Source: an optimization exercise on an open RTL-to-GDS flow (aim: a short achievable clock period and few clock cycles). Production flows keep margins and buffers that such runs may drop. The RTL was checked by simulation tests, not by an equivalence proof against the original design. No activity file was given, so power comes from the tool's default toggle rates.

`flow/design.v`:
```
module wolf_expander (
    input  wire        clk,
    input  wire        rst,           
    input  wire        reg_we,
    input  wire [7:0]  reg_addr,      
    input  wire [31:0] reg_wdata,
    output reg  [31:0] reg_rdata,
    output wire        busy,
    output wire        mem_req,
    output wire        mem_we,
    output wire [15:0] mem_addr,
    output wire [7:0]  mem_wdata,
    input  wire        mem_ready,
    input  wire [7:0]  mem_rdata
);
    localparam [31:0] ID_VALUE = 32'h4C570007;
    localparam [7:0] ERR_NONE         = 8'h00;
    localparam [7:0] ERR_BAD_CMD      = 8'h01;
    localparam [7:0] ERR_ADDR_RANGE   = 8'h03;
    localparam [7:0] ERR_OVERLAP      = 8'h04;
    localparam [7:0] ERR_TRUNC        = 8'h05;
    localparam [7:0] ERR_LEN_MISMATCH = 8'h06;
    localparam [7:0] ERR_COUNT_OVERRUN= 8'h07;
    localparam [7:0] ERR_SRC_RANGE    = 8'h08;
    localparam [7:0] ERR_OUT_OVERFLOW = 8'h09;
    localparam integer WK = 7;
    localparam integer WB = 1 << (WK + 1);    
    localparam integer FN = 12;               
    localparam [2:0] T_PFX   = 3'd0,
                     T_LIT   = 3'd1,          
                     T_ESC   = 3'd2,
                     T_NEAR  = 3'd3,
                     T_FAR   = 3'd4,
                     T_RUN   = 3'd5,
                     T_TRUNC = 3'd6;
    localparam [1:0] K_PAIR  = 2'd0,          
                     K_WCOPY = 2'd1,          
                     K_MCOPY = 2'd2;          
    reg [31:0] r_cmd;
    reg [31:0] r_src_base, r_src_len, r_dst_base, r_dst_cap;
    reg [15:0] r_tag;
    reg        st_busy, st_done, st_err, st_ign;
    reg [7:0]  r_errcode;
    reg [16:0] r_inpos;
    reg [16:0] r_outlen;
    reg [15:0] r_size;
    reg        chk;                
    reg        run;                
    reg        is_rlew;
    assign busy = st_busy;
    always @(*) begin
        case (reg_addr[7:2])
            6'h00: reg_rdata = ID_VALUE;
            6'h01: reg_rdata = r_cmd;
            6'h02: reg_rdata = {26'd0, st_ign, 1'b0, 1'b0, st_err, st_done, st_busy};
            6'h03: reg_rdata = {24'd0, r_errcode};
            6'h04: reg_rdata = r_src_base;
            6'h05: reg_rdata = r_src_len;
            6'h06: reg_rdata = r_dst_base;
            6'h07: reg_rdata = r_dst_cap;
            6'h08: reg_rdata = {16'd0, r_tag};
            6'h0C: reg_rdata = {15'd0, r_inpos};
            6'h0D: reg_rdata = {15'd0, r_outlen};
            6'h0E: reg_rdata = {16'd0, r_size};
            default: reg_rdata = 32'd0;
        endcase
    end
    wire        cmd_valid  = (r_cmd == 32'h1) || (r_cmd == 32'h2);
    wire [32:0] src_end    = {1'b0, r_src_base} + {1'b0, r_src_len};
    wire [32:0] dst_end    = {1'b0, r_dst_base} + {1'b0, r_dst_cap};
    wire        src_oor    = src_end > 33'h10000;
    wire        dst_oor    = dst_end > 33'h10000;
    wire        overlap    = (r_src_len != 32'd0) && (r_dst_cap != 32'd0) &&
                             ({1'b0, r_src_base} < dst_end) &&
                             ({1'b0, r_dst_base} < src_end);
    reg [15:0] pf_addr;
    reg [16:0] pf_rem;
    reg        pf_nz;
    reg        rv_src;             
    reg        rv_cp;              
    reg [8*FN-1:0] fq;             
    reg [3:0]  fcnt;
    reg        pfx_seen;
    reg        tok_valid;
    reg [2:0]  tok_kind;
    reg [2:0]  tok_len;
    reg [7:0]  tb0, tb1, tb2, tb3, tb4, tb5;
    reg        pfx_done;
    reg [14:0] rem;
    reg [17:0] op_proj;            
    reg [15:0] dpa;                
    reg [16:0] dip;                
    reg        dec_fin;
    reg [7:0]  dec_code;
    reg        nc_valid;
    reg [1:0]  nc_kind;
    reg [7:0]  nc_lo, nc_hi;
    reg [16:0] nc_left;
    reg [WK:0] nc_sel;
    reg [15:0] nc_raddr;
    reg [16:0] nc_ip;
    reg        cur_more;
    reg [1:0]  cur_kind;
    reg [7:0]  cur_lo, cur_hi;
    reg        cur_ph;
    reg [16:0] cur_left;
    reg [WK:0] cur_sel;
    reg [15:0] cp_addr;
    reg [1:0]  mph;
    reg [16:0] cur_ip;
    reg [7:0]  cbuf;
    reg        p_valid, p_we;
    reg [15:0] p_addr;
    reg [7:0]  p_wdata;
    reg [15:0] wr_addr;
    reg [16:0] cap_rem;
    reg        cap_nz;
    reg [16:0] op_done;
    reg [8*WB-1:0] win;            
    wire [4:0] f_occ   = {1'b0, fcnt} + {4'd0, rv_src};
    wire       pf_want = run & pf_nz & (f_occ < FN);
    assign mem_req   = p_valid | pf_want;
    assign mem_we    = p_valid & p_we;
    assign mem_addr  = p_valid ? p_addr : pf_addr;
    assign mem_wdata = p_wdata;
    wire       pf_acc  = ~p_valid & pf_want & mem_ready;
    wire       adv     = ~p_valid | mem_ready;
    wire [17:0] s18       = {2'b0, r_size};
    wire        loop_more = is_rlew ? (op_proj < s18) : (rem != 15'd0);
    wire        tok_take  = tok_valid & run & ~dec_fin & (~pfx_done | (loop_more & ~nc_valid));
    wire        cnt_over  = {7'd0, tb0} > rem;
    wire [17:0] d2x       = {9'd0, tb2, 1'b0};
    wire        near_bad  = (tb2 == 8'd0) || (d2x > op_proj);
    wire [17:0] i2x       = {1'b0, tb3, tb2, 1'b0};
    wire        far_bad   = i2x >= op_proj;
    wire        near_win  = (tb2 >> WK) == 8'd0;
    wire [15:0] run_c     = {tb3, tb2};
    wire [17:0] lo2       = {9'd0, tb0, 1'b0};
    wire [17:0] c2        = {1'b0, run_c, 1'b0};
    wire [7:0] f0 = fq[7:0];
    wire [7:0] f1 = fq[15:8];
    reg  [2:0] need;
    reg  [2:0] pkind;
    always @(*) begin
        if (!pfx_seen) begin
            need = 3'd2; pkind = T_PFX;
        end else if (is_rlew) begin
            if ({f1, f0} == r_tag) begin need = 3'd6; pkind = T_RUN; end
            else                   begin need = 3'd2; pkind = T_LIT; end
        end else if (f1 == 8'hA7 || f1 == 8'hA8) begin
            if (f0 == 8'd0)        begin need = 3'd3; pkind = T_ESC;  end
            else if (f1[0])        begin need = 3'd3; pkind = T_NEAR; end
            else                   begin need = 3'd4; pkind = T_FAR;  end
        end else begin
            need = 3'd2; pkind = T_LIT;
        end
    end
    wire       d1_ok   = fcnt >= {1'b0, need};
    wire       all_in  = ~pf_nz & ~rv_src;
    wire       d1_free = ~tok_valid | tok_take;
    wire       d1_go   = run & ~dec_fin & d1_free & (d1_ok | all_in);
    wire [2:0] pop     = (d1_go & d1_ok) ? need : 3'd0;
    wire [8*FN-1:0] fq_sh = fq >> {pop, 3'b000};
    reg        nx_valid, nx_we, take_nc;
    reg [7:0]  nx_wd;
    always @(*) begin
        nx_valid = 1'b0;
        nx_we    = 1'b0;
        nx_wd    = rv_cp ? mem_rdata : cbuf;
        take_nc  = 1'b0;
        if (cur_more) begin
            nx_valid = 1'b1;
            case (cur_kind)
                K_PAIR:  begin nx_we = 1'b1; nx_wd = cur_ph ? cur_hi : cur_lo; end
                K_WCOPY: begin nx_we = 1'b1; nx_wd = win[cur_sel*8 +: 8]; end
                default: begin nx_we = mph[1]; end
            endcase
        end else if (nc_valid) begin
            nx_valid = 1'b1;
            take_nc  = 1'b1;
            case (nc_kind)
                K_PAIR:  begin nx_we = 1'b1; nx_wd = nc_lo; end
                K_WCOPY: begin nx_we = 1'b1; nx_wd = win[nc_sel*8 +: 8]; end
                default: begin nx_we = 1'b0; end
            endcase
        end
    end
    wire nx_write = nx_valid & nx_we;
    wire emit_ovf = run & adv & nx_write & ~cap_nz;
    wire em_load  = run & adv & ~emit_ovf;
    wire fin_dec  = run & dec_fin & ~cur_more & ~nc_valid & adv;
    wire [16:0] op_done_nx = op_done + {16'd0, p_valid & p_we & mem_ready};
    integer i;
    always @(posedge clk) begin
        if (rst) begin
            r_cmd      <= 32'd0;
            r_src_base <= 32'd0;
            r_src_len  <= 32'd0;
            r_dst_base <= 32'd0;
            r_dst_cap  <= 32'd0;
            r_tag      <= 16'd0;
            st_busy    <= 1'b0;
            st_done    <= 1'b0;
            st_err     <= 1'b0;
            st_ign     <= 1'b0;
            r_errcode  <= 8'd0;
            r_inpos    <= 17'd0;
            r_outlen   <= 17'd0;
            r_size     <= 16'd0;
            chk        <= 1'b0;
            run        <= 1'b0;
            is_rlew    <= 1'b0;
            pf_addr    <= 16'd0;
            pf_rem     <= 17'd0;
            pf_nz      <= 1'b0;
            rv_src     <= 1'b0;
            rv_cp      <= 1'b0;
            fcnt       <= 4'd0;
            pfx_seen   <= 1'b0;
            tok_valid  <= 1'b0;
            tok_kind   <= 3'd0;
            tok_len    <= 3'd0;
            pfx_done   <= 1'b0;
            rem        <= 15'd0;
            op_proj    <= 18'd0;
            dpa        <= 16'd0;
            dip        <= 17'd0;
            dec_fin    <= 1'b0;
            dec_code   <= 8'd0;
            nc_valid   <= 1'b0;
            cur_more   <= 1'b0;
            p_valid    <= 1'b0;
            p_we       <= 1'b0;
            wr_addr    <= 16'd0;
            cap_rem    <= 17'd0;
            cap_nz     <= 1'b0;
            op_done    <= 17'd0;
        end else begin
            if (reg_we) begin
                if (st_busy) begin
                    st_ign <= 1'b1;
                end else begin
                    case (reg_addr[7:2])
                        6'h01: begin
                            r_cmd     <= reg_wdata;
                            st_busy   <= 1'b1;
                            st_done   <= 1'b0;
                            st_err    <= 1'b0;
                            st_ign    <= 1'b0;
                            r_errcode <= ERR_NONE;
                            r_inpos   <= 17'd0;
                            r_outlen  <= 17'd0;
                            r_size    <= 16'd0;
                            chk       <= 1'b1;
                            pf_addr   <= r_src_base[15:0];
                            pf_rem    <= r_src_len[16:0];
                            pf_nz     <= r_src_len[16:0] != 17'd0;
                            fcnt      <= 4'd0;
                            pfx_seen  <= 1'b0;
                            tok_valid <= 1'b0;
                            pfx_done  <= 1'b0;
                            rem       <= 15'd0;
                            op_proj   <= 18'd0;
                            dpa       <= r_dst_base[15:0];
                            dip       <= 17'd0;
                            dec_fin   <= 1'b0;
                            nc_valid  <= 1'b0;
                            cur_more  <= 1'b0;
                            p_valid   <= 1'b0;
                            wr_addr   <= r_dst_base[15:0];
                            cap_rem   <= r_dst_cap[16:0];
                            cap_nz    <= r_dst_cap[16:0] != 17'd0;
                            op_done   <= 17'd0;
                        end
                        6'h04: r_src_base <= reg_wdata;
                        6'h05: r_src_len  <= reg_wdata;
                        6'h06: r_dst_base <= reg_wdata;
                        6'h07: r_dst_cap  <= reg_wdata;
                        6'h08: r_tag      <= reg_wdata[15:0];
                        default: ;
                    endcase
                end
            end
            if (chk) begin
                chk     <= 1'b0;
                is_rlew <= (r_cmd == 32'h2);
                if (!cmd_valid || src_oor || dst_oor || overlap) begin
                    r_errcode <= !cmd_valid ? ERR_BAD_CMD :
                                 (src_oor || dst_oor) ? ERR_ADDR_RANGE : ERR_OVERLAP;
                    st_err    <= 1'b1;
                    st_done   <= 1'b1;
                    st_busy   <= 1'b0;
                end else begin
                    run <= 1'b1;
                end
            end
            rv_src <= run & pf_acc;
            rv_cp  <= run & p_valid & ~p_we & mem_ready;
            if (pf_acc) begin
                pf_addr <= pf_addr + 16'd1;
                pf_rem  <= pf_rem - 17'd1;
                pf_nz   <= pf_rem != 17'd1;
            end
            if (run) begin
                for (i = 0; i < FN; i = i + 1) begin
                    if (i + pop < fcnt)
                        fq[i*8 +: 8] <= fq_sh[i*8 +: 8];
                    else
                        fq[i*8 +: 8] <= mem_rdata;
                end
                fcnt <= fcnt - {1'b0, pop} + {3'd0, rv_src};
            end
            if (d1_go) begin
                pfx_seen  <= 1'b1;
                tok_valid <= 1'b1;
                tok_kind  <= d1_ok ? pkind : T_TRUNC;
                tok_len   <= d1_ok ? need : fcnt[2:0];
                {tb5, tb4, tb3, tb2, tb1, tb0} <= fq[47:0];
            end else if (tok_take) begin
                tok_valid <= 1'b0;
            end
            if (tok_take) begin
                if (!pfx_done) begin
                    if (tok_kind == T_TRUNC) begin
                        dec_fin  <= 1'b1;
                        dec_code <= ERR_TRUNC;
                        dip      <= {14'd0, tok_len};
                    end else begin
                        pfx_done <= 1'b1;
                        r_size   <= {tb1, tb0};
                        rem      <= {tb1, tb0[7:1]};
                        dip      <= 17'd2;
                    end
                end else begin
                    dip   <= dip + {14'd0, tok_len};
                    nc_ip <= dip + {14'd0, tok_len};
                    case (tok_kind)
                        T_LIT, T_ESC: begin
                            nc_valid <= 1'b1;
                            nc_kind  <= K_PAIR;
                            nc_lo    <= (tok_kind == T_ESC) ? tb2 : tb0;
                            nc_hi    <= tb1;
                            nc_left  <= 17'd1;
                            rem      <= rem - 15'd1;
                            op_proj  <= op_proj + 18'd2;
                            dpa      <= dpa + 16'd2;
                        end
                        T_NEAR: begin
                            if (cnt_over) begin
                                dec_fin  <= 1'b1;
                                dec_code <= ERR_COUNT_OVERRUN;
                            end else if (near_bad) begin
                                dec_fin  <= 1'b1;
                                dec_code <= ERR_SRC_RANGE;
                            end else begin
                                nc_valid <= 1'b1;
                                nc_kind  <= near_win ? K_WCOPY : K_MCOPY;
                                nc_sel   <= {tb2[WK-1:0], 1'b0} - {{WK{1'b0}}, 1'b1};
                                nc_raddr <= dpa - {7'd0, tb2, 1'b0};
                                nc_left  <= near_win ? (lo2[16:0] - 17'd1) : lo2[16:0];
                                rem      <= rem - {7'd0, tb0};
                                op_proj  <= op_proj + lo2;
                                dpa      <= dpa + lo2[15:0];
                            end
                        end
                        T_FAR: begin
                            if (cnt_over) begin
                                dec_fin  <= 1'b1;
                                dec_code <= ERR_COUNT_OVERRUN;
                            end else if (far_bad) begin
                                dec_fin  <= 1'b1;
                                dec_code <= ERR_SRC_RANGE;
                            end else begin
                                nc_valid <= 1'b1;
                                nc_kind  <= K_MCOPY;
                                nc_raddr <= r_dst_base[15:0] + {tb3[6:0], tb2, 1'b0};
                                nc_left  <= lo2[16:0];
                                rem      <= rem - {7'd0, tb0};
                                op_proj  <= op_proj + lo2;
                                dpa      <= dpa + lo2[15:0];
                            end
                        end
                        T_RUN: begin
                            if (run_c != 16'd0) begin
                                nc_valid <= 1'b1;
                                nc_kind  <= K_PAIR;
                                nc_lo    <= tb4;
                                nc_hi    <= tb5;
                                nc_left  <= c2[16:0] - 17'd1;
                                op_proj  <= op_proj + c2;
                                dpa      <= dpa + c2[15:0];
                            end
                        end
                        default: begin       
                            dec_fin  <= 1'b1;
                            dec_code <= ERR_TRUNC;
                        end
                    endcase
                end
            end else if (run && !dec_fin && pfx_done && !loop_more) begin
                dec_fin  <= 1'b1;
                dec_code <= (op_proj != s18) ? ERR_LEN_MISMATCH : ERR_NONE;
            end
            if (rv_cp) cbuf <= mem_rdata;
            if (run) op_done <= op_done_nx;
            if (em_load) begin
                p_valid <= nx_valid;
                p_we    <= nx_we;
                p_wdata <= nx_wd;
                p_addr  <= nx_we ? wr_addr : (take_nc ? nc_raddr : cp_addr);
                if (nx_write) begin
                    wr_addr <= wr_addr + 16'd1;
                    cap_rem <= cap_rem - 17'd1;
                    cap_nz  <= cap_rem != 17'd1;
                    win     <= {win[8*WB-9:0], nx_wd};
                end
                if (take_nc) begin
                    nc_valid <= 1'b0;
                    cur_more <= 1'b1;
                    cur_kind <= nc_kind;
                    cur_lo   <= nc_lo;
                    cur_hi   <= nc_hi;
                    cur_ph   <= 1'b1;
                    cur_sel  <= nc_sel;
                    cur_ip   <= nc_ip;
                    cur_left <= nc_left;
                    cp_addr  <= nc_raddr + 16'd1;
                    mph      <= 2'd1;
                end else if (cur_more) begin
                    case (cur_kind)
                        K_PAIR: begin
                            cur_ph   <= ~cur_ph;
                            cur_left <= cur_left - 17'd1;
                            cur_more <= cur_left != 17'd1;
                        end
                        K_WCOPY: begin
                            cur_left <= cur_left - 17'd1;
                            cur_more <= cur_left != 17'd1;
                        end
                        default: begin
                            mph <= mph + 2'd1;
                            if (!mph[1]) cp_addr <= cp_addr + 16'd1;
                            if (mph[1])  cur_left <= cur_left - 17'd1;
                            if (mph == 2'd3) cur_more <= cur_left != 17'd1;
                        end
                    endcase
                end
            end
            if (emit_ovf) begin
                run       <= 1'b0;
                p_valid   <= 1'b0;
                st_busy   <= 1'b0;
                st_done   <= 1'b1;
                st_err    <= 1'b1;
                r_errcode <= ERR_OUT_OVERFLOW;
                r_inpos   <= take_nc ? nc_ip : cur_ip;
                r_outlen  <= op_done_nx;
            end else if (fin_dec) begin
                run       <= 1'b0;
                st_busy   <= 1'b0;
                st_done   <= 1'b1;
                st_err    <= dec_code != ERR_NONE;
                r_errcode <= dec_code;
                r_inpos   <= dip;
                r_outlen  <= op_done_nx;
            end
        end
    end
endmodule
```
`flow/run.sh`:
```
#!/bin/bash
# synth_recipe.tcl (not shown) runs the flow's synth.tcl, then flattens the netlist and writes it again
# the make line also repeats each setting of config.mk as NAME=value (left out here)
make -C /OpenROAD-flow-scripts/flow DESIGN_CONFIG=/design/flow/config.mk WORK_HOME=/design/flow/orfs CLKGATE_MAP_FILE= SYNTH_SCRIPT=/design/flow/synth_recipe.tcl finish
```
`flow/config.mk`:
```
export PLATFORM = sky130hd
export DESIGN_NAME = wolf_expander
export DESIGN_NICKNAME = wolf_expander
export VERILOG_FILES = /design/flow/design.v
export SDC_FILE = /design/flow/constraint.sdc
export NUM_CORES = 4
export LEC_CHECK = 0
export CAP_MARGIN = 20
export CORE_MARGIN = 2
export CORE_UTILIZATION = 40
export PLACE_DENSITY = 0.6
export SLEW_MARGIN = 20
```
`flow/constraint.sdc`:
```
create_clock -name core_clock -period 8.0 [get_ports {clk}]
set_input_delay 1.6000 -clock core_clock [delete_from_list [all_inputs] [get_ports {clk}]]
set_output_delay 1.6000 -clock core_clock [all_outputs]
set_load 0.01 [all_outputs]
```
==> results.txt, run 1 <==
total design power=29,610 uW; synth-to-layout area growth=13.05%; Buf/Inv on CP=6; Final Hold Viols=0; fin crit share=0.8585; Mapped Cells=8,630; reg2reg setup slack=1.13 ns; switching portion of total power=0.2070; synth top area cells=edfxtp_1 (57%), mux4_2 (12%), dfxtp_1 (6.7%), ha_1 (3.0%), nand2_1 (2.6%); drt total wl=330.9 mm; Post-DRT Antenna Nets=0; worst hold-check path type=reg2reg; Critical R2R Launch=fq[1]$_DFFE_PP_; Clock Power Share=0.465; clock sinks=2,793; drc violations=0; via count=78,160; H-Tree Depth=5; status=no timing/DRC/antenna violations; die height=563.4 um; Mapped Area=0.1252 sq mm; hold buffers post-CTS=0; RR Endpoint=fq[41]$_DFFE_PP_; post-synth top area share=0.5702; Synth Flop Type=edfxtp_1; Setup TNS=0 ns; Setup violations, final=0; crit path capture=fq[41]$_DFFE_PP_; pin count of the biggest net entering global routing=129; initial drt markers=9,072; Final min period=6.868 ns; TritonCTS clock tree=built; starting density of the core=0.4017; Setup Crit Path Kind=reg2reg; first-pass GRT wire length=496.0 mm; Gate power share=0.008; crit path launch type=flip-flop; Slowest-stage cell, CP=a21oi_1; ys async rst share=0; cells along the critical path=nor4_1 -> a21oi_4 -> buf_4 -> nand3_1 -> clkinv_1 -> buf_4 -> a31oi_1 -> ha_1 -> inv_1 -> o21a_1 -> a211oi_1 -> a21o_1 -> buf_4 -> nand2_1 -> inv_1 -> ha_1 -> ha_1 -> a21o_1 -> a21o_1 -> a21oi_1 -> mux2_2; CP Data Required Time=8.63 ns; total grt overflow=0; Max stage delay on crit path=0.81 ns; Worst Setup End Kind=flip-flop; sequential-to-total area share from yosys stat=0.6367; maxcap violations=0; Worst-path clk slew=0.06 ns; Rel. slew slack=0.2493; pwr/cell area=209.2 mW/mm^2; routability congestion estimate=0.9391; WL/cell=25.18 um; clk_skew=0.08226 ns; port bufs=108; clk buf depth=4; initial antenna violation count=16; fill count=27,180; Mean Syn Cell Area=14.51 sq um; Sw Pwr=6128 uW; r2r worst-path depth=21; post-synthesis net count=8,991; Synth cell types=92; I/O pins=111; DP HPWL=212.3 mm; slew at the pin closest to its max-slew limit=1.122 ns; Internal=23,480 uW; Synth warnings=1; Hold Path Stages=0; DR vias/cell=5.946; All-Layer GR Usage=0.2037; Max IR drop VDD=0.1826 mV; die area=0.3174 sq mm; Slew Viols, Final=0; number of global-route vias before repair=76,510; chip width=563.4 um; P_leak=0.03972 uW; Synth area leader=edfxtp_1; clock root buffer=clkbuf_16; Yosys reg bits=2,793; Post-synth EDFFs=2,377; Core Area=0.3116 sq mm; critical path arrival=7.50 ns; CP startpoint=fq[1]$_DFFE_PP_; clk latency of the worst-skew pair=0.90 ns; part of the power in registers=0.526; crit path max fanout=56; post-CTS setup buffers=0; FMAX=145.6 MHz; CTS buffer count=303; proportion of layout cells with a drive suffix above 1=0.1598; DR pass1 iterations=9; critical path depth=21; row count=205; post_cts resized=0; fin nets=9,125; CP delay by family, top=compound AO/OA/AOI/OAI gates; RSZ-0062 raised after global routing=no
area by class of cell:
| class | count | area (sq um) | share of cell area |
|---|---|---|---|
| well taps | 4140 | 5180 | 0.03660 |
| diodes | 4 | 10.01 | 0.00007073 |
| clock inverters | 158 | 1709 | 0.01208 |
| repair buffers | 325 | 3169 | 0.02239 |
| multi-input cells | 5171 | 43060 | 0.3042 |
| clock buffers | 383 | 8049 | 0.05688 |
| flip-flops and latches | 2793 | 79710 | 0.5632 |
| inverters | 170 | 638.1 | 0.004509 |
worst reg2reg max path: cells and delay by family, from the launching register on:
family	cells	cell delay [ns]
compound gates	8	2.47
flops	1	0.43
fa+ha+maj	3	0.78
mux	1	0.42
simple gates	3	1.09
buf+inv	6	1.43
layout by cell type, fill, tap and decap left out, types with 83 or more instances in the layout:
| master | instances |
|---|---|
| mux4_2 | 685 |
| clkdlybuf4s50_1 | 107 |
| buf_4 | 179 |
| nand2_1 | 880 |
| o21ai_0 | 299 |
| nor2_1 | 498 |
| xor2_1 | 94 |
| nand3_1 | 218 |
| edfxtp_1 | 2377 |
| and3_1 | 83 |
| a21oi_1 | 613 |
| dfxtp_1 | 416 |
| inv_1 | 164 |
| ha_1 | 298 |
| clkbuf_16 | 305 |
| xnor2_1 | 131 |
| a22oi_1 | 91 |
| nor3_1 | 109 |
cells by family after synthesis:
group                    share of synthesized area
XOR/XNOR                                   0.01574
AO/OA/AOI/OAI                              0.08567
buffers and inverters                      0.02060
multiplexers                                0.1331
AND/OR/NAND/NOR                            0.07657
flip-flops                                  0.6367
adder cells (fa/ha/maj)                    0.03154
cell usage after synthesis, drive strengths merged, types with 91 or more instances:
master / number
edfxtp: 2377
nand2: 883
mux4: 685
a21oi: 621
nor2: 505
dfxtp: 416
clkbuf: 377
o21ai: 321
ha: 298
nand3: 218
inv: 167
xnor2: 131
buf: 119
nor3: 115
xor2: 94
a22oi: 91
sequential cells by signal, indices dropped and copies added (netlist names), 18 cells and up:
register / count
win: 2048
r_cmd: 32
r_dst_base: 32
r_src_base: 32
op_proj: 18
fq: 96
r_src_len: 32
r_dst_cap: 32
per-layer routing:
layer / vias up / share of wire / global-route usage
met1: 39820 / 0.43 / 0.2903
met4: 4 / 0.041 / 0.07751
met2: 3461 / 0.45 / 0.3131
met5: - / 0.000070 / 0
li1: 34160 / - / -
met3: 709 / 0.075 / 0.03374
through the flow:
stage / cells / setup slack, ns / util / hold WS [ns] / instance area, sq um
4_1_cts: 13140 / 1.183 / 0.4540 / 0.3418 / 141500
3_5_place_dp: 12600 / 1.238 / 0.4227 / 0.4045 / 131700
5_1_grt: 13140 / 0.6744 / 0.4541 / 0.3611 / 141500
2_1_floorplan: 8630 / -24.67 / - / 0.4003 / 125200
3_3_place_gp: 12600 / 1.222 / 0.4225 / 0.4009 / 131700
6_report: 13140 / 1.132 / 0.4541 / 0.3632 / 141500
worst min-delay path by stage:
stage                         from                   to  slack (ns)
2_1_floorplan   nc_hi[0]$_DFFE_PP_  cur_hi[0]$_DFFE_PP_        0.40
3_3_place_gp   win[1538]$_DFFE_PP_  win[1546]$_DFFE_PP_        0.40
3_5_place_dp    win[994]$_DFFE_PP_  win[1002]$_DFFE_PP_        0.40
4_1_cts         win[132]$_DFFE_PP_   win[140]$_DFFE_PP_        0.34
5_1_grt        win[1074]$_DFFE_PP_  win[1082]$_DFFE_PP_        0.36
6_report        win[132]$_DFFE_PP_   win[140]$_DFFE_PP_        0.36
power by group through the flow:
stage	sequential, uW	clock (uW)	combinational [uW]
after CTS	15600	14100	240
after detailed placement	15900	0	239
after floorplan	15900	0	122
after global routing	15600	14700	259
after global placement	15900	0	236
final	15600	13800	246
Testbench counts, summed over its fixed seeds: cycles 740,269.
==> run 2, diff against run 1 <==
--- a/flow/design.v
+++ b/flow/design.v
@@ -80,6 +80,12 @@
     reg        rv_cp;              
     reg [8*FN-1:0] fq;             
     reg [3:0]  fcnt;
+    reg [FN-1:0] fth;              
+    reg [FN-1:0] fl_z;             
+    reg [FN-1:0] fl_e;             
+    reg [FN-1:0] fl_7;             
+    reg [FN-1:0] fl_tl;            
+    reg [FN-1:0] fl_th;            
     reg        pfx_seen;
     reg        tok_valid;
     reg [2:0]  tok_kind;
@@ -117,8 +123,7 @@
     reg        cap_nz;
     reg [16:0] op_done;
     reg [8*WB-1:0] win;            
-    wire [4:0] f_occ   = {1'b0, fcnt} + {4'd0, rv_src};
-    wire       pf_want = run & pf_nz & (f_occ < FN);
+    wire       pf_want = run & pf_nz & ~fth[FN-1] & ~(fth[FN-2] & rv_src);
     assign mem_req   = p_valid | pf_want;
     assign mem_we    = p_valid & p_we;
     assign mem_addr  = p_valid ? p_addr : pf_addr;
@@ -127,7 +132,7 @@
     wire       adv     = ~p_valid | mem_ready;
     wire [17:0] s18       = {2'b0, r_size};
     wire        loop_more = is_rlew ? (op_proj < s18) : (rem != 15'd0);
-    wire        tok_take  = tok_valid & run & ~dec_fin & (~pfx_done | (loop_more & ~nc_valid));
+    wire        tok_take  = tok_valid & run & ~dec_fin & (~pfx_done | ~nc_valid);
     wire        cnt_over  = {7'd0, tb0} > rem;
     wire [17:0] d2x       = {9'd0, tb2, 1'b0};
     wire        near_bad  = (tb2 == 8'd0) || (d2x > op_proj);
@@ -137,30 +142,39 @@
     wire [15:0] run_c     = {tb3, tb2};
     wire [17:0] lo2       = {9'd0, tb0, 1'b0};
     wire [17:0] c2        = {1'b0, run_c, 1'b0};
-    wire [7:0] f0 = fq[7:0];
-    wire [7:0] f1 = fq[15:8];
     reg  [2:0] need;
     reg  [2:0] pkind;
+    reg        d1_ok;
     always @(*) begin
         if (!pfx_seen) begin
-            need = 3'd2; pkind = T_PFX;
+            need = 3'd2; pkind = T_PFX;  d1_ok = fth[1];
         end else if (is_rlew) begin
-            if ({f1, f0} == r_tag) begin need = 3'd6; pkind = T_RUN; end
-            else                   begin need = 3'd2; pkind = T_LIT; end
-        end else if (f1 == 8'hA7 || f1 == 8'hA8) begin
-            if (f0 == 8'd0)        begin need = 3'd3; pkind = T_ESC;  end
-            else if (f1[0])        begin need = 3'd3; pkind = T_NEAR; end
-            else                   begin need = 3'd4; pkind = T_FAR;  end
+            if (fl_tl[0] & fl_th[1]) begin need = 3'd6; pkind = T_RUN; d1_ok = fth[5]; end
+            else                     begin need = 3'd2; pkind = T_LIT; d1_ok = fth[1]; end
+        end else if (fl_e[1]) begin
+            if (fl_z[0])             begin need = 3'd3; pkind = T_ESC;  d1_ok = fth[2]; end
+            else if (fl_7[1])        begin need = 3'd3; pkind = T_NEAR; d1_ok = fth[2]; end
+            else                     begin need = 3'd4; pkind = T_FAR;  d1_ok = fth[3]; end
         end else begin
-            need = 3'd2; pkind = T_LIT;
+            need = 3'd2; pkind = T_LIT; d1_ok = fth[1];
         end
     end
-    wire       d1_ok   = fcnt >= {1'b0, need};
     wire       all_in  = ~pf_nz & ~rv_src;
     wire       d1_free = ~tok_valid | tok_take;
     wire       d1_go   = run & ~dec_fin & d1_free & (d1_ok | all_in);
     wire [2:0] pop     = (d1_go & d1_ok) ? need : 3'd0;
     wire [8*FN-1:0] fq_sh = fq >> {pop, 3'b000};
+    wire [FN-1:0]   fth_p = fth >> pop;
+    wire [FN-1:0]   fz_p  = fl_z >> pop;
+    wire [FN-1:0]   fe_p  = fl_e >> pop;
+    wire [FN-1:0]   f7_p  = fl_7 >> pop;
+    wire [FN-1:0]   ftl_p = fl_tl >> pop;
+    wire [FN-1:0]   fth2_p = fl_th >> pop;
+    wire in_z  = mem_rdata == 8'h00;
+    wire in_e  = (mem_rdata == 8'hA7) | (mem_rdata == 8'hA8);
+    wire in_7  = mem_rdata == 8'hA7;
+    wire in_tl = mem_rdata == r_tag[7:0];
+    wire in_th = mem_rdata == r_tag[15:8];
     reg        nx_valid, nx_we, take_nc;
     reg [7:0]  nx_wd;
     always @(*) begin
@@ -216,6 +230,7 @@
             rv_src     <= 1'b0;
             rv_cp      <= 1'b0;
             fcnt       <= 4'd0;
+            fth        <= {FN{1'b0}};
             pfx_seen   <= 1'b0;
             tok_valid  <= 1'b0;
             tok_kind   <= 3'd0;
@@ -256,6 +271,7 @@
                             pf_rem    <= r_src_len[16:0];
                             pf_nz     <= r_src_len[16:0] != 17'd0;
                             fcnt      <= 4'd0;
+                            fth       <= {FN{1'b0}};
                             pfx_seen  <= 1'b0;
                             tok_valid <= 1'b0;
                             pfx_done  <= 1'b0;
@@ -303,11 +319,23 @@
             end
             if (run) begin
                 for (i = 0; i < FN; i = i + 1) begin
-                    if (i + pop < fcnt)
+                    if (fth_p[i]) begin
                         fq[i*8 +: 8] <= fq_sh[i*8 +: 8];
-                    else
+                        fl_z[i]  <= fz_p[i];
+                        fl_e[i]  <= fe_p[i];
+                        fl_7[i]  <= f7_p[i];
+                        fl_tl[i] <= ftl_p[i];
+                        fl_th[i] <= fth2_p[i];
+                    end else begin
                         fq[i*8 +: 8] <= mem_rdata;
+                        fl_z[i]  <= in_z;
+                        fl_e[i]  <= in_e;
+                        fl_7[i]  <= in_7;
+                        fl_tl[i] <= in_tl;
+                        fl_th[i] <= in_th;
+                    end
                 end
+                fth  <= rv_src ? {fth_p[FN-2:0], 1'b1} : fth_p;
                 fcnt <= fcnt - {1'b0, pop} + {3'd0, rv_src};
             end
             if (d1_go) begin
@@ -319,7 +347,10 @@
             end else if (tok_take) begin
                 tok_valid <= 1'b0;
             end
-            if (tok_take) begin
+            if (run && !dec_fin && pfx_done && !loop_more) begin
+                dec_fin  <= 1'b1;
+                dec_code <= (op_proj != s18) ? ERR_LEN_MISMATCH : ERR_NONE;
+            end else if (tok_take) begin
                 if (!pfx_done) begin
                     if (tok_kind == T_TRUNC) begin
                         dec_fin  <= 1'b1;
@@ -397,9 +428,6 @@
                         end
                     endcase
                 end
-            end else if (run && !dec_fin && pfx_done && !loop_more) begin
-                dec_fin  <= 1'b1;
-                dec_code <= (op_proj != s18) ? ERR_LEN_MISMATCH : ERR_NONE;
             end
             if (rv_cp) cbuf <= mem_rdata;
             if (run) op_done <= op_done_nx;
--- a/flow/config.mk
+++ b/flow/config.mk
@@ -5,8 +5,11 @@
 export SDC_FILE = /design/flow/constraint.sdc
 export NUM_CORES = 4
 export LEC_CHECK = 0
+export ABC_CLOCK_PERIOD_IN_PS = 4000
 export CAP_MARGIN = 20
 export CORE_MARGIN = 2
 export CORE_UTILIZATION = 40
 export PLACE_DENSITY = 0.6
+export SETUP_SLACK_MARGIN = 3.5
 export SLEW_MARGIN = 20
+export TNS_END_PERCENT = 100
==> results.txt, run 2 <==
clk latency of the worst-skew pair=0.91 ns (about the same); DR pass1 iterations=9 (unchanged); clock root buffer=clkbuf_16; hold buffers post-CTS=0 (unchanged); post-synth top area share=0.5687 (-0.001487); fill count=27,700 (+1.9%); CTS buffer count=311 (+2.6%); number of global-route vias before repair=78,600 (+2.7%); clk_skew=0.05583 ns (-0.02643 ns); starting density of the core=0.4026 (+0.0009140); Post-DRT Antenna Nets=0 (unchanged); Synth cell types=90 (-2.2%); I/O pins=111 (unchanged); Max stage delay on crit path=0.56 ns (-0.25 ns); Slew Viols, Final=0 (unchanged); CP Data Required Time=8.79 ns (+0.16 ns); Hold Path Origin=win[1873]$_DFFE_PP_; Most common cell on crit path=o211ai_1; Yosys reg bits=2,856 (+2.3%); critical path arrival=5.76 ns (-1.74 ns); proportion of layout cells with a drive suffix above 1=0.1905 (+0.03070); max FFs per register=2,048 (unchanged); Mapped Area=0.1283 sq mm (+2.5%); DR vias/cell=6.026 (+1.3%); Most flops, register=win; chip width=570.2 um (+1.2%); Critical R2R Launch=r_src_len[6]$_SDFFE_PP0P_; Post-synth EDFFs=2,429 (+2.2%); die height=570.2 um (+1.2%); final core occ=0.4607 (+0.006597); CP delay by family, top=compound AO/OA/AOI/OAI gates; H-Tree Depth=5 (unchanged); Synth Flop Type=edfxtp_1; sequential-to-total area share from yosys stat=0.6354 (-0.001364); most frequent cells in the layout=edfxtp_1 (2,429), nand2_1 (985), mux4_2 (680), a21oi_1 (649), nor2_1 (427); die area=0.3252 sq mm (+2.4%); drt total wl=351.5 mm (+6.2%); Core Area=0.3186 sq mm (+2.2%); fin nets=9,475 (+3.8%); routability congestion estimate=0.9589 (+2.1%); fin crit share=0.6216 (-0.2368); synth-to-layout area growth=14.43%; RSZ-0062 raised after global routing=yes; Slowest-stage cell, CP=dfxtp_1; crit path launch type=flip-flop; switching portion of total power=0.2038 (-0.003174); Worst Setup End Kind=flip-flop; DP HPWL=219.9 mm (+3.6%); TritonCTS clock tree=built; top-count cell post-synth=edfxtp_1; post-synthesis net count=9,256 (+2.9%); Mapped Cells=8,935 (+3.5%); Setup TNS=0 ns (unchanged); Max IR drop VDD=0.1851 mV (+1.4%); synth top area cells=edfxtp_1 (57%), mux4_2 (12%), dfxtp_1 (6.7%), nand2_1 (2.9%), a21oi_1 (2.6%); Final Hold Viols=0 (unchanged); slew at the pin closest to its max-slew limit=1.076 ns (-0.04637 ns); maxcap violations=0 (unchanged); initial antenna violation count=14 (-2); ys async rst share=0 (unchanged); Setup Crit Path Kind=reg2reg; pin count of the biggest net entering global routing=178 (+38%); Buf/Inv on CP=1 (-5); FMAX=201.1 MHz (+38%); total grt overflow=0 (unchanged); dpl cells=12,890 (+2.3%); Final min period=4.973 ns (-1.895 ns); first-pass GRT wire length=519.1 mm (+4.7%); clock sinks=2,856 (+2.3%); via count=81,790 (+4.6%); biggest regs=win (2048), fq (96); cells along the critical path=ha_2 -> and4_1 -> o211ai_1 -> a21oi_2 -> o211ai_1 -> a21boi_2 -> o31a_1 -> or2_4 -> ha_4 -> a21o_1 -> a21oi_2 -> o211ai_1 -> a31oi_1 -> a21oi_1 -> a21bo_2 -> a211oi_2 -> a211oi_2 -> buf_6 -> nand2_4 -> a311o_1 -> o221a_1; All-Layer GR Usage=0.2098 (+0.006104); Gate power share=0.010 (+0.002); Internal=23,920 uW (+1.8%); Synth warnings=1 (unchanged); Worst-path clk slew=0.06 ns (about the same); commonest cells in the netlist=edfxtp_1 (2,429), nand2_1 (996), mux4_2 (680); CP startpoint=r_src_len[6]$_SDFFE_PP0P_; drc violations=0 (unchanged); status=no timing/DRC/antenna violations; WL/cell=25.90 um (+2.9%); crit path max fanout=7 (-88%); final non-filler cell total=13,570 (+3.3%); row count=207 (+0.98%); pwr/cell area=204.7 mW/mm^2 (-2.2%); clk buf depth=4 (unchanged); P_leak=0.04184 uW (+5.3%); Rel. slew slack=0.2830 (+0.03368); initial drt markers=9,888 (+9.0%); part of the power in registers=0.530 (+0.004); Sw Pwr=6121 uW (-0.11%); Mean Syn Cell Area=14.35 sq um (-1.0%); Synth area leader=edfxtp_1; worst hold-check path type=reg2reg; Setup violations, final=0 (unchanged); port bufs=108 (unchanged); Clock Power Share=0.459 (-0.006); commonest non-fill, non-tap cell in the layout=edfxtp_1
run 2: cell types whose count changed after synthesis, sizes merged, moves of 24 or more:
cell    before   now
nand2      883   996
a21oi      621   665
ha         298   258
nor2       505   445
mux2i       72   158
a22oi       91    48
clkbuf     377   420
nand3      218   190
a211oi      57   114
o21ai      321   345
edfxtp    2377  2429
run 2: worst register-to-register path: cells and delay by family (launching register included):
| family | cells | cell delay (ns) |
|---|---|---|
| AOI/OAI and AO/OA | 15 | 2.85 |
| adders and majority gates | 2 | 0.64 |
| buffers and inverters | 1 | 0.19 |
| DFF | 1 | 0.56 |
| and+or+nand+nor | 3 | 0.59 |
run 2: routing by layer:
layer	vias to the layer above	GRT usage	part of all wire
li1	35510	-	-
met1	41840	0.3102	0.44
met2	3743	0.3085	0.44
met3	691	0.03707	0.083
met4	6	0.07752	0.038
met5	-	0	0.000091
run 2: final cells by class:
class / instances / area, sq um / area share
multi-input cells: 5371 / 45190 / 0.3079
inverters: 173 / 654.4 / 0.004459
clock inverters: 146 / 1343 / 0.009148
well taps: 4180 / 5230 / 0.03564
diodes: 5 / 12.51 / 0.00008525
flip-flops and latches: 2856 / 81590 / 0.5559
repair buffers: 441 / 4427 / 0.03016
clock buffers: 400 / 8314 / 0.05665
run 2: cells by family after synthesis:
logic type	share of synthesized area
AND/OR/NAND/NOR	0.07708
buffers and inverters	0.02113
XOR/XNOR	0.01475
multiplexers	0.1366
AO/OA/AOI/OAI	0.08821
adder cells (fa/ha/maj)	0.02689
flip-flops	0.6354
run 2: stage by stage:
step | instance area [sq um] | total power [uW] | worst slack, ns | hold WS (ns)
floorplan | 128300 | 16380 | -24.81 | 0.4003
global route | 146800 | 30940 | 2.869 | 0.4074
CTS | 146100 | 30370 | 3.083 | 0.3846
finish | 146800 | 30040 | 3.027 | 0.3899
global placement | 134600 | 16510 | 1.525 | 0.4003
detailed placement | 134600 | 16520 | 1.461 | 0.4045
run 2: power groups by stage:
stage	combinational [uW]	clock [uW]	sequential, uW
2_1_floorplan	134	0	16200
3_3_place_gp	261	0	16300
3_5_place_dp	265	0	16300
4_1_cts	299	14100	15900
5_1_grt	326	14700	15900
6_report	312	13800	15900
run 2: final timing paths:
| path | slack (ns) | end | cells after the start |
|---|---|---|---|
| max reg2reg | 3.03 | r_errcode[0]$_SDFF_PP0_ | 21 |
| min reg2reg | 0.39 | win[1881]$_DFFE_PP_ | 0 |
| min | 0.39 | win[1881]$_DFFE_PP_ | 0 |
| max | 3.03 | r_errcode[0]$_SDFF_PP0_ | 21 |
run 2: timing repair:
action / 4_1_cts / 5_1_grt
cloned: 8 / 7
buffers inserted: 90 / 29
pin swaps: 96 / 70
gates resized for setup: 422 / 94
setup endpoints to repair: 222 / 161
Testbench counts of run 2, summed over its fixed seeds: cycles 740,269.
==> run 3, diff against run 2 <==
--- a/flow/design.v
+++ b/flow/design.v
@@ -65,14 +65,9 @@
             default: reg_rdata = 32'd0;
         endcase
     end
-    wire        cmd_valid  = (r_cmd == 32'h1) || (r_cmd == 32'h2);
-    wire [32:0] src_end    = {1'b0, r_src_base} + {1'b0, r_src_len};
-    wire [32:0] dst_end    = {1'b0, r_dst_base} + {1'b0, r_dst_cap};
-    wire        src_oor    = src_end > 33'h10000;
-    wire        dst_oor    = dst_end > 33'h10000;
-    wire        overlap    = (r_src_len != 32'd0) && (r_dst_cap != 32'd0) &&
-                             ({1'b0, r_src_base} < dst_end) &&
-                             ({1'b0, r_dst_base} < src_end);
+    reg  [32:0] src_end, dst_end;
+    reg         v_bad_cmd, v_oor, v_overlap;
+    reg         chk2;
     reg [15:0] pf_addr;
     reg [16:0] pf_rem;
     reg        pf_nz;
@@ -222,6 +217,7 @@
             r_outlen   <= 17'd0;
             r_size     <= 16'd0;
             chk        <= 1'b0;
+            chk2       <= 1'b0;
             run        <= 1'b0;
             is_rlew    <= 1'b0;
             pf_addr    <= 16'd0;
@@ -267,6 +263,8 @@
                             r_outlen  <= 17'd0;
                             r_size    <= 16'd0;
                             chk       <= 1'b1;
+                            src_end   <= {1'b0, r_src_base} + {1'b0, r_src_len};
+                            dst_end   <= {1'b0, r_dst_base} + {1'b0, r_dst_cap};
                             pf_addr   <= r_src_base[15:0];
                             pf_rem    <= r_src_len[16:0];
                             pf_nz     <= r_src_len[16:0] != 17'd0;
@@ -298,11 +296,20 @@
                 end
             end
             if (chk) begin
-                chk     <= 1'b0;
-                is_rlew <= (r_cmd == 32'h2);
-                if (!cmd_valid || src_oor || dst_oor || overlap) begin
-                    r_errcode <= !cmd_valid ? ERR_BAD_CMD :
-                                 (src_oor || dst_oor) ? ERR_ADDR_RANGE : ERR_OVERLAP;
+                chk       <= 1'b0;
+                chk2      <= 1'b1;
+                is_rlew   <= (r_cmd == 32'h2);
+                v_bad_cmd <= !((r_cmd == 32'h1) || (r_cmd == 32'h2));
+                v_oor     <= (src_end > 33'h10000) || (dst_end > 33'h10000);
+                v_overlap <= (r_src_len != 32'd0) && (r_dst_cap != 32'd0) &&
+                             ({1'b0, r_src_base} < dst_end) &&
+                             ({1'b0, r_dst_base} < src_end);
+            end
+            if (chk2) begin
+                chk2 <= 1'b0;
+                if (v_bad_cmd || v_oor || v_overlap) begin
+                    r_errcode <= v_bad_cmd ? ERR_BAD_CMD :
+                                 v_oor ? ERR_ADDR_RANGE : ERR_OVERLAP;
                     st_err    <= 1'b1;
                     st_done   <= 1'b1;
                     st_busy   <= 1'b0;
==> results.txt, run 3 <==
final non-filler cell total=13,680 (+0.77%); Mapped Area=0.1299 sq mm (+1.2%); Setup TNS=0 ns (unchanged); DR vias/cell=5.902 (-2.1%); H-Tree Depth=5 (unchanged); Synth Flop Type=edfxtp_1; fill count=27,950 (+0.91%); Final min period=4.899 ns (-0.07469 ns); Rel. slew slack=0.1921 (-0.09084); Worst Setup End Kind=output pin; proportion of layout cells with a drive suffix above 1=0.1780 (-0.01249); pin count of the biggest net entering global routing=187 (+5.1%); post-synthesis net count=9,187 (-0.75%); Setup violations, final=0 (unchanged); max FFs per register=2,048 (unchanged); Max stage delay on crit path=0.61 ns (+0.05 ns); Setup Crit Path Kind=in2out; top-count cell post-synth=edfxtp_1; sequential-to-total area share from yosys stat=0.6437 (+0.008287); total grt overflow=0 (unchanged); most frequent cells in the layout=edfxtp_1 (2,498), nand2_1 (974), mux4_2 (683), a21oi_1 (556), nor2_1 (436); WL/cell=25.27 um (-2.4%); clk buf depth=4 (unchanged); port bufs=108 (unchanged); CTS buffer count=318 (+2.3%); Yosys reg bits=2,926 (+2.5%); DP HPWL=214.6 mm (-2.4%); maxcap violations=0 (unchanged); fin crit share=0.6123 (-0.009336); Synth warnings=1 (unchanged); initial antenna violation count=6 (-8); CP delay by family, top=simple AND/OR/NAND/NOR gates; crit path launch type=primary input; initial drt markers=9,116 (-7.8%); ys async rst share=0 (unchanged); Post-DRT Antenna Nets=0 (unchanged); chip width=573.8 um (+0.62%); clock sinks=2,926 (+2.5%); routability congestion estimate=0.9370 (-2.3%); Slowest-stage cell, CP=or4_4; Synth cell types=95 (+5.6%); die area=0.3292 sq mm (+1.2%); via count=80,720 (-1.3%); TritonCTS clock tree=built; biggest regs=win (2048), fq (96); worst hold-check path type=reg2reg; final core occ=0.4575 (-0.003193); clk latency of the worst-skew pair=0.94 ns (+0.03 ns); slew at the pin closest to its max-slew limit=1.211 ns (+0.1356 ns); commonest non-fill, non-tap cell in the layout=edfxtp_1; dpl cells=13,030 (+1.1%); Max IR drop VDD=0.1882 mV (+1.7%); total design power=31,050 uW (+3.4%); first-pass GRT wire length=514.8 mm (-0.84%); RSZ-0062 raised after global routing=yes; clock root buffer=clkbuf_16; die height=573.8 um (+0.62%); Worst-path clk slew=0.06 ns (about the same); Most flops, register=win; post-synth top area share=0.5777 (+0.008953); hold buffers post-CTS=0 (unchanged); reg2reg setup slack=3.55 ns (+0.52 ns); FMAX=204.1 MHz (+1.5%); synth top area cells=edfxtp_1 (58%), mux4_2 (12%), dfxtp_1 (6.6%), nand2_1 (2.8%), ha_1 (2.5%); row count=209 (+0.97%); DR pass1 iterations=8 (-1); sequential cell area=0.08358 sq mm (+2.4%); Core Area=0.3235 sq mm (+1.5%); fin nets=9,411 (-0.68%); crit path max fanout=7 (unchanged); multi-input logic area=0.04380 sq mm (-3.1%); starting density of the core=0.4014 (-0.001166); Mapped Cells=8,866 (-0.77%); All-Layer GR Usage=0.2033 (-0.006471); Buf/Inv on CP=4 (+3); CP Data Required Time=6.40 ns (-2.39 ns); I/O pins=111 (unchanged); commonest cells in the netlist=edfxtp_1 (2,498), nand2_1 (979), mux4_2 (683); drt total wl=345.5 mm (-1.7%); Synth area leader=edfxtp_1; critical path arrival=3.30 ns (-2.46 ns); status=no timing/DRC/antenna violations; Post-synth EDFFs=2,498 (+2.8%); clk_skew=0.09854 ns (+0.04271 ns); Mean Syn Cell Area=14.65 sq um (+2.0%); cells along the critical path=buf_8 -> or4_4 -> nor3_2 -> buf_6 -> buf_4 -> a21oi_2 -> o211ai_1 -> buf_2; Final Hold Viols=0 (unchanged); synth-to-layout area growth=13.97%; Slew Viols, Final=0 (unchanged); P_leak=0.04246 uW (+1.5%); number of global-route vias before repair=79,040 (+0.57%); drc violations=0 (unchanged); pwr/cell area=209.8 mW/mm^2 (+2.5%)
[run 3: where the power goes]
part / internal, uW / switching [uW]
clock: 8290 / 6150
combinational: 89.6 / 187
sequential: 16300 / 8.81
[run 3: cell type report]
class	count	area share
clock buffers	418	0.05820
well taps	4325	0.03657
multi-input cells	5198	0.2960
inverters	226	0.005766
flip-flops and latches	2926	0.5648
clock inverters	161	0.01068
repair buffers	420	0.02803
diodes	2	0.00003382
[run 3: metal layers]
layer  wire, um  vias up  part of all wire  global-route usage
met5          0        -                 0                   0
met4      13500        0             0.039             0.07837
met3      25250      714             0.073             0.03195
met2     155400     3455              0.45              0.3094
met1     151400    41330              0.44              0.2936
li1           -    35220                 -                   -
[run 3: repair_timing]
action | in CTS | in global routing
pin swaps | 49 | 23
setup buffers | 35 | 21
resized for setup | 249 | 47
cloned | 6 | 6
setup endpoints to repair | 1293 | 84
[run 3: worst reg2reg max path: stages, from the launching register on]
cell	delay, ns
edfxtp_1	0.77
buf_16	0.57
mux4_2	0.59
mux4_2	0.53
mux4_2	0.52
mux2_2	0.29
a22oi_1	0.43
nand2_1	0.41
[run 3: logic make-up (layout without fill, tap and decap cells)]
logic type	Yosys count	after routing	share of synthesized area
compound gates	1651	1651	0.08147
mux	914	914	0.1370
buf+inv	742	1225	0.02250
flops	2926	2926	0.6437
xor+xnor	228	228	0.01538
other cells	0	2	0
fa+ha+maj	270	270	0.02663
simple gates	2135	2135	0.07333
[run 3: through the flow]
stage          setup WS (ns)  hold WS [ns]  cell area, sq um
5_1_grt                3.097        0.3118            148000
3_5_place_dp           1.579        0.4045            136600
6_report               3.102        0.3289            148000
2_1_floorplan         -24.81        0.4003            129900
4_1_cts                3.144        0.3058            147600
3_3_place_gp           1.627        0.4006            136600
[run 3: worst paths after layout]
check,cells after the start,startpoint,endpoint
setup reg to reg,7,nc_sel[2]$_DFFE_PP_,p_wdata[7]$_DFFE_PP_
setup / recovery,8,reg_addr[6],reg_rdata[30]
hold / removal,0,win[1413]$_DFFE_PP_,win[1421]$_DFFE_PP_
hold reg to reg,0,win[1413]$_DFFE_PP_,win[1421]$_DFFE_PP_
Testbench counts of run 3, summed over its fixed seeds: cycles 740,365.
==> run 4, diff against run 3 <==
--- a/flow/design.v
+++ b/flow/design.v
@@ -23,7 +23,7 @@
     localparam [7:0] ERR_COUNT_OVERRUN= 8'h07;
     localparam [7:0] ERR_SRC_RANGE    = 8'h08;
     localparam [7:0] ERR_OUT_OVERFLOW = 8'h09;
-    localparam integer WK = 7;
+    localparam integer WK = 8;
     localparam integer WB = 1 << (WK + 1);    
     localparam integer FN = 12;               
     localparam [2:0] T_PFX   = 3'd0,
--- a/flow/config.mk
+++ b/flow/config.mk
@@ -8,8 +8,8 @@
 export ABC_CLOCK_PERIOD_IN_PS = 4000
 export CAP_MARGIN = 20
 export CORE_MARGIN = 2
-export CORE_UTILIZATION = 40
-export PLACE_DENSITY = 0.6
-export SETUP_SLACK_MARGIN = 3.5
+export CORE_UTILIZATION = 60
+export PLACE_DENSITY = 0.72
+export SETUP_SLACK_MARGIN = 3.7
 export SLEW_MARGIN = 20
 export TNS_END_PERCENT = 100
==> results.txt, run 4 <==
RSZ-0062 raised after global routing=yes; H-Tree Depth=5 (unchanged); most frequent cells in the layout=edfxtp_1 (4,548), mux4_2 (1,131), nand2_1 (1,090), a21oi_1 (645), clkbuf_16 (496); Most flops, register=win; I/O pins=111 (unchanged); FMAX=207.6 MHz (+1.7%); CP Data Required Time=6.40 ns (about the same); TritonCTS clock tree=built; Slew Viols, Final=0 (unchanged); number of global-route vias before repair=116,100 (+47%); via count=120,000 (+49%); proportion of layout cells with a drive suffix above 1=0.1911 (+0.01308); Worst-path clk slew=0.06 ns (about the same); Post-DRT Antenna Nets=0 (unchanged); Synth cell types=94 (-1.1%); pwr/cell area=219.7 mW/mm^2 (+4.7%); synth top area cells=edfxtp_1 (66%), mux4_2 (12%), dfxtp_1 (4.1%), mux2i_1 (2.1%), nand2_1 (2.0%); first-pass GRT wire length=763.7 mm (+48%); crit path launch type=primary input; design area=0.2328 sq mm (+57%); clk_skew=0.06851 ns (-0.03003 ns); critical path arrival=3.22 ns (-0.08 ns); fill count=22,520 (-19%); total grt overflow=0 (unchanged); routability congestion estimate=0.9370 (unchanged); drt total wl=521.3 mm (+51%); row count=216 (+3.3%); DR vias/cell=6.795 (+15%); commonest non-fill, non-tap cell in the layout=edfxtp_1; synth-to-layout area growth=11.77%; port bufs=108 (unchanged); die height=593.1 um (+3.4%); Mean Syn Cell Area=16.83 sq um (+15%); top-count cell post-synth=edfxtp_1; Core Area=0.3459 sq mm (+6.9%); status=no timing/DRC/antenna violations; initial drt markers=16,870 (+85%); P_leak=0.06239 uW (+47%); crit path max fanout=3 (-4); Rel. slew slack=0.2235 (+0.03140); Worst Setup End Kind=output pin; Setup Crit Path Kind=in2out; Setup violations, final=0 (unchanged); WL/cell=29.51 um (+17%); hold buffers post-CTS=0 (unchanged); Critical R2R Launch=nc_sel[2]$_DFFE_PP_; Final Hold Viols=0 (unchanged); post-synth top area share=0.6558 (+0.07813); reg2reg setup slack=3.76 ns (+0.21 ns); CTS buffer count=484 (+52%); Yosys reg bits=4,976 (+70%); maxcap violations=0 (unchanged); DR pass1 iterations=9 (+1); fin crit share=0.6021 (-0.01016); initial antenna violation count=13 (+7); Max IR drop VDD=0.2650 mV (+41%); Mapped Cells=12,370 (+40%); clock sinks=4,976 (+70%); chip width=593.1 um (+3.4%); ys async rst share=0 (unchanged); final core occ=0.6728 (+0.2153); starting density of the core=0.6020 (+0.2006); Synth area leader=edfxtp_1; Synth Flop Type=edfxtp_1; CP startpoint=reg_addr[7]; clk latency of the worst-skew pair=1.02 ns (+0.08 ns); clk buf depth=4 (unchanged); die area=0.3518 sq mm (+6.9%); Final min period=4.817 ns (-0.08132 ns); DP HPWL=302.9 mm (+41%); worst hold-check path type=reg2reg; dpl cell area=0.2149 sq mm (+57%); All-Layer GR Usage=0.2907 (+0.08737); Post-synth EDFFs=4,548 (+82%); Synth warnings=1 (unchanged); r2r worst-path depth=11 (+4); sequential-to-total area share from yosys stat=0.6969 (+0.05329); RR Endpoint=win[1]$_DFFE_PP_; crit path capture=reg_rdata[0]; Setup TNS=0 ns (unchanged); slew at the pin closest to its max-slew limit=1.165 ns (-0.04642 ns); pin count of the biggest net entering global routing=204 (+9.1%); Mapped Area=0.2082 sq mm (+60%); post-synthesis net count=12,690 (+38%); max FFs per register=4,096 (+100%); commonest cells in the netlist=edfxtp_1 (4,548), mux4_2 (1,131), nand2_1 (1,098); drc violations=0 (unchanged); fin nets=12,970 (+38%); biggest regs=win (4096), fq (96); clock root buffer=clkbuf_16
==> run 4: cell types whose count changed after synthesis, moves of 27 or more <==
cell | before | now
edfxtp_1 | 2498 | 4548
clkbuf_1 | 371 | 416
o221ai_1 | 35 | 62
mux4_2 | 683 | 1131
nor2b_1 | 45 | 77
a21oi_1 | 562 | 650
a211oi_1 | 76 | 110
buf_2 | 88 | 144
nand3_1 | 188 | 232
nand2_1 | 979 | 1098
mux2_2 | 80 | 51
buf_4 | 5 | 56
mux2i_1 | 151 | 443
o22ai_1 | 52 | 131
==> run 4: worst max-delay path, stage by stage <==
cell and delay (ns):
buf_8 0.10, or4_4 0.59, nor2_4 0.17, buf_6 0.13, buf_6 0.10, buf_6 0.09
a222oi_1 0.10, nand3_1 0.18, buf_2 0.16
==> run 4: kinds of logic after synthesis <==
family	share of synthesized area
XOR/XNOR	0.009757
AO/OA/AOI/OAI	0.05943
flip-flops	0.6969
adder cells (fa/ha/maj)	0.01656
multiplexers	0.1464
AND/OR/NAND/NOR	0.05148
buffers and inverters	0.01947
==> run 4: layout make-up <==
cell class,count,area [sq um],share of cell area
sequential,4976,145200,0.6236
multi-input combinational,6461,59680,0.2564
clock buffer,593,12780,0.05493
tap,4578,5728,0.02461
timing repair buffer,498,5390,0.02316
clock inverter,317,3127,0.01343
inverter,229,878.3,0.003774
antenna,9,22.52,0.00009676
==> run 4: routing by layer <==
layer  share of wire  track usage
met5        0.000042            0
met4           0.035       0.1017
met3           0.099      0.05131
met2            0.46       0.4386
met1            0.41       0.4338
==> run 4: worst min path at each step <==
stage,start,to,cells past startpoint,slack (ns)
floorplan,nc_hi[0]$_DFFE_PP_,cur_hi[0]$_DFFE_PP_,0,0.40
global placement,win[3332]$_DFFE_PP_,win[3340]$_DFFE_PP_,0,0.40
detailed placement,win[1011]$_DFFE_PP_,win[1019]$_DFFE_PP_,0,0.40
CTS,win[3697]$_DFFE_PP_,win[3705]$_DFFE_PP_,0,0.39
global route,win[1584]$_DFFE_PP_,win[1592]$_DFFE_PP_,0,0.39
finish,win[3697]$_DFFE_PP_,win[3705]$_DFFE_PP_,0,0.38
==> run 4: where the power goes <==
group | switching, uW | internal, uW
Clock | 9950 | 13000
Sequential | 9.38 | 27900
Combinational | 173 | 86.0
Total | 10100 | 41000
==> run 4: per-stage QoR <==
| stage | hold slack (ns) | total power, uW | setup WS (ns) | instances |
|---|---|---|---|---|
| floorplan | 0.4003 | 28630 | -55.04 | 12370 |
| global placement | 0.4002 | 28740 | 1.768 | 16640 |
| detailed placement | 0.4045 | 28750 | 1.766 | 16640 |
| CTS | 0.3917 | 51450 | 3.205 | 17620 |
| global route | 0.3889 | 52410 | 3.170 | 17650 |
| finish | 0.3827 | 51130 | 3.183 | 17660 |
==> run 4: what timing repair did <==
action,4_1_cts,5_1_grt
gates cloned,13,6
buffers inserted,57,26
pin swaps,46,18
resized for setup,312,54
endpoints found under the hold margin,0,0
endpoints found under the setup margin,279,1531
Testbench counts of run 4, summed over its fixed seeds: cycles 725,051.

-- separate check: timing with driven ports --
In the flow no input, the clock included, has a driving cell. The finished layouts below were timed again as built, in two steps.
Step 1 sets driving cells, clkbuf_16 on the clock port and buf_2 on the other inputs (assumed; they add their load-dependent delay and slew).
Step 2, shift: input delay + t, output delay - t, t = (earliest + latest rising clock arrival at the registers) / 2. This alone moves slack from input paths to output paths.
Three values: no drivers, after step 1, after step 2; two values: the first two.
| run | shift t [ns] | setup WS [ns] | worst setup path at the end | worst register clock-pin slew, ns | pins driven straight from the clock port |
|---|---|---|---|---|---|
| run 1 | 0.963 | 1.132 / 1.132 / 1.132 | register to register | 0.07 / 0.07 | 1 |
| run 2 | 0.990 | 3.027 / 2.987 / 2.789 | input to register | 0.07 / 0.07 | 1 |
| run 3 | 0.992 | 3.102 / 2.983 / 2.844 | input to register | 0.07 / 0.07 | 1 |
| run 4 | 1.093 | 3.183 / 3.143 / 2.711 | input to register | 0.07 / 0.07 | 1 |
After both steps setup and hold are still met in every run listed. For run 4, which loses most, drivers alone change the setup slack by -0.040 ns; drivers and shift together by -0.472 ns.
